What follows belongs to an exercise in optimizing a design on an open flow for small area and a short achievable clock period; a production flow would make more cautious choices.
In this exercise RTL edits were held to simulation tests only and were not proved equivalent to the original.
Power is estimated from default activity; no workload was simulated.

## the reference run
==> flow/design.v <==
module rdt_timeout_ctrl (
    input  wire        clk,
    input  wire        rst,
    input  wire        op_valid,
    input  wire [1:0]  op,
    input  wire [63:0] op_rtt,
    input  wire [63:0] now,
    input  wire [63:0] start,
    output wire [63:0] rto,
    output wire [3:0]  count,
    output wire        expired
);
    localparam [1:0] OP_INIT      = 2'd0;
    localparam [1:0] OP_RECORD    = 2'd1;
    localparam [1:0] OP_RECOMPUTE = 2'd2;
    localparam [1:0] OP_BACKOFF   = 2'd3;
    localparam [63:0] RTO_INIT     = 64'd300;    
    localparam        DEPTH        = 10;
    localparam        MEDIAN_INDEX = 5;
    reg [63:0] rto_q;
    reg [3:0]  count_q;
    reg [63:0] samp_n [0:DEPTH-1];   
    reg [DEPTH*DEPTH-1:0] ord;    
    wire full   = (count_q == DEPTH);
    wire record = !rst && op_valid && (op == OP_RECORD);
    reg [DEPTH*DEPTH-1:0] ord_sh;
    reg [DEPTH-1:0]       sel_q;
    reg [8:0]             prec;
    reg [3:0]             n_prec;
    reg [DEPTH-1:0]       rank5;
    reg [DEPTH-1:0]       sel_d;
    reg [63:0]            median_n, median;
    integer i, j, n;
    function [3:0] ones9;
        input [8:0] v;
        reg [1:0] s0, s1, s2;
        reg [1:0] t0;
        reg [2:0] t1;
        begin
            s0 = v[0] + v[1] + v[2];
            s1 = v[3] + v[4] + v[5];
            s2 = v[6] + v[7] + v[8];
            t0 = s0[0] + s1[0] + s2[0];
            t1 = s0[1] + s1[1] + s2[1] + t0[1];
            ones9 = {t1, 1'b0} + {3'b000, t0[0]};
        end
    endfunction
    wire [DEPTH-2:0] le_new;
    genvar gc;
    generate
        for (gc = 0; gc < DEPTH - 1; gc = gc + 1) begin : g_cmp
            rdt_le u_le (.sn(samp_n[gc+1]), .v(op_rtt), .le(le_new[gc]));
        end
    endgenerate
    always @* begin
        ord_sh = ord;
        for (i = 0; i < DEPTH - 1; i = i + 1) begin
            for (j = i + 1; j < DEPTH - 1; j = j + 1)
                ord_sh[i*DEPTH+j] = ord[(i+1)*DEPTH+j+1];
            ord_sh[i*DEPTH+DEPTH-1] = le_new[i];
        end
        for (i = 0; i < DEPTH - 1; i = i + 1) begin
            prec = 9'd0;
            n = 0;
            for (j = 0; j < DEPTH - 1; j = j + 1) begin
                if (j < i) begin
                    prec[n] = ord_sh[j*DEPTH+i];
                    n = n + 1;
                end else if (j > i) begin
                    prec[n] = !ord_sh[i*DEPTH+j];
                    n = n + 1;
                end
            end
            n_prec = ones9(prec);
            rank5[i] = ord_sh[i*DEPTH+DEPTH-1] ? (n_prec == MEDIAN_INDEX)
                                               : (n_prec == MEDIAN_INDEX - 1);
        end
        rank5[DEPTH-1] = ~|rank5[DEPTH-2:0];
        sel_d = record ? rank5 : sel_q;
        median_n = 64'd0;
        for (i = 0; i < DEPTH; i = i + 1)
            if (sel_q[i])
                median_n = median_n | samp_n[i];
        median = ~median_n;
    end
    wire [63:0] rto_recomputed = (median << 2) + median;
    always @(posedge clk) begin
        if (rst) begin
            rto_q   <= RTO_INIT;
            count_q <= 4'd0;
        end else if (op_valid) begin
            case (op)
                OP_INIT: begin
                    rto_q   <= RTO_INIT;
                    count_q <= 4'd0;
                end
                OP_RECORD: begin
                    if (!full)
                        count_q <= count_q + 4'd1;
                end
                OP_RECOMPUTE: begin
                    if (full)
                        rto_q <= rto_recomputed;
                end
                OP_BACKOFF: begin
                    rto_q <= rto_q << 1;
                end
            endcase
        end
    end
    integer k;
    always @(posedge clk) begin
        if (record) begin
            for (k = 0; k < DEPTH - 1; k = k + 1)
                samp_n[k] <= samp_n[k+1];
            samp_n[DEPTH-1] <= ~op_rtt;
            ord <= ord_sh;
        end
    end
    always @(posedge clk)
        sel_q <= sel_d;
    rdt_expired u_expired (
        .now(now), .start(start), .rto(rto_q), .expired(expired)
    );
    assign rto     = rto_q;
    assign count   = count_q;
endmodule
module rdt_expired (
    input  wire [63:0] now,
    input  wire [63:0] start,
    input  wire [63:0] rto,
    output wire        expired
);
    wire [63:0] cs_s  = now ^ start ^ rto;
    wire [63:0] cs_c  = (rto & now & ~start) | (~rto & (now | ~start));
    wire [63:0] cs_c1 = {cs_c[62:0], 1'b1};
    reg  [63:0] pf_g, pf_p;
    integer l, q;
    always @* begin
        pf_g = cs_s & cs_c1;
        pf_p = cs_s | cs_c1;
        for (l = 1; l < 64; l = l * 2)
            for (q = 63; q >= l; q = q - 1) begin
                pf_g[q] = pf_g[q] | (pf_p[q] & pf_g[q-l]);
                pf_p[q] = pf_p[q] & pf_p[q-l];
            end
    end
    assign expired = cs_c[63] & pf_g[63];
endmodule
module rdt_le (
    input  wire [63:0] sn,
    input  wire [63:0] v,
    output reg         le
);
    integer b;
    always @* begin
        le = 1'b1;
        for (b = 0; b < 64; b = b + 1)
            le = (v[b] & sn[b]) | (v[b] & le) | (sn[b] & le);
    end
endmodule
clock: 15.0 ns
lec_check: 0
cap_margin: 20
core_margin: 2
core_utilization: 50
cts_buf_list: sky130_fd_sc_hd__clkbuf_16
cts_cluster_diameter: 90
cts_cluster_size: 28
setup_slack_margin: 5
slew_margin: 20
synth_hierarchical: 1
synth_minimum_keep_size: 0
standard.sh (not shown) runs the stock make flow with config.mk's settings and CLKGATE_MAP_FILE= SYNTH_SCRIPT=/design/flow/synth_recipe.tcl, a recipe that flattens the netlist after the stock synthesis.
==> flow/flow/run.sh <==
#!/bin/bash
set -euo pipefail
bash standard.sh SETUP_SLACK_MARGIN=8 "BUFFER_PORTS_ARGS=-buffer_cell sky130_fd_sc_hd__buf_1" finish > standard_flow.log 2>&1
diff inputs: the reference run => the trial run
diff --git a/flow/config.mk b/flow/config.mk
--- a/flow/config.mk
+++ b/flow/config.mk
@@ -12,2 +12,2 @@
-export CTS_CLUSTER_DIAMETER = 90
-export CTS_CLUSTER_SIZE = 28
+export CTS_CLUSTER_DIAMETER = 70
+export CTS_CLUSTER_SIZE = 20
Notes after the runs:
- The reference run leaves more setup margin than the trial run.
- As far as die area goes, the trial run and the reference run are indistinguishable; the numbers are identical.
- Going from the reference run to the trial run, net switching power went up by 0.000032 W, routed wire length went up by 0.54%, signed area change from the synthesized netlist to the final layout went up by 0.68 points.
- Delta (the trial run minus the reference run): shortest clock period the worst path allows after layout saw an increase; maximum clock frequency comparable; via count increased about 0.32%; met3 usage in global routing up 0.65 points.

---

Starts from the design.v that is shown in full above.
Settings: LEC_CHECK=0, CAP_MARGIN=20, CORE_MARGIN=2, CORE_UTILIZATION=65, SETUP_SLACK_MARGIN=5, SLEW_MARGIN=20, SYNTH_HIERARCHICAL=1, SYNTH_MINIMUM_KEEP_SIZE=0; clock period 15.0 ns.
Scripts as last shown in full above: flow/flow/run.sh
Edit:
- CORE_UTILIZATION: 65 -> 50
The changed run produced a clean layout; design area rises slightly; non-clock buffer count rises by 13; area after synthesis stays the same; setup slack improved by 0.061 ns.
Edit:
- CTS_BUF_LIST: not set -> sky130_fd_sc_hd__clkbuf_16
- CTS_CLUSTER_DIAMETER: not set -> 80
- CTS_CLUSTER_SIZE: not set -> 24
- critical path depth is unchanged
- setup slack degrades by 0.0035 ns
- count of clock-buffer cells in the layout is lower by 68
- clock skew climbs by 0.022 ns
- routed wire length came out lower by 0.62%

-- afterwards: timing with drivers on the ports --
How much do the figures lean on ideal ports? The routed layouts below were timed once more, with nothing changed but the port constraints.
Step 1 assumes that a clkbuf_16 drives the clock port and a buf_2 every other input.
Step 2 times the ports against the registers' clock, not the clock port: input delays grow and output delays shrink by t, the midpoint of the rising clock arrivals with the driver on.
Slacks: no drivers / after step 1 / after step 2; pairs: no drivers / after step 1.
run	t, ns	setup slack, ns	latest minus earliest clock arrival (ns)	worst slew at a driven data input, ns	pins driven straight from the clock port
the reference run	0.680	6.874 / 6.847 / 6.847	0.059 / 0.060	0.13	1
the trial run	0.744	6.865 / 6.837 / 6.837	0.033 / 0.033	0.14	1
the first run of note 2	0.705	6.824 / 6.798 / 6.798	0.046 / 0.046	0.13	1
the second run of note 2	0.730	6.885 / 6.857 / 6.857	0.031 / 0.031	0.13	1
the third run of note 2	0.706	6.881 / 6.854 / 6.854	0.050 / 0.050	0.13	1
After both steps every run listed still meets setup and hold.
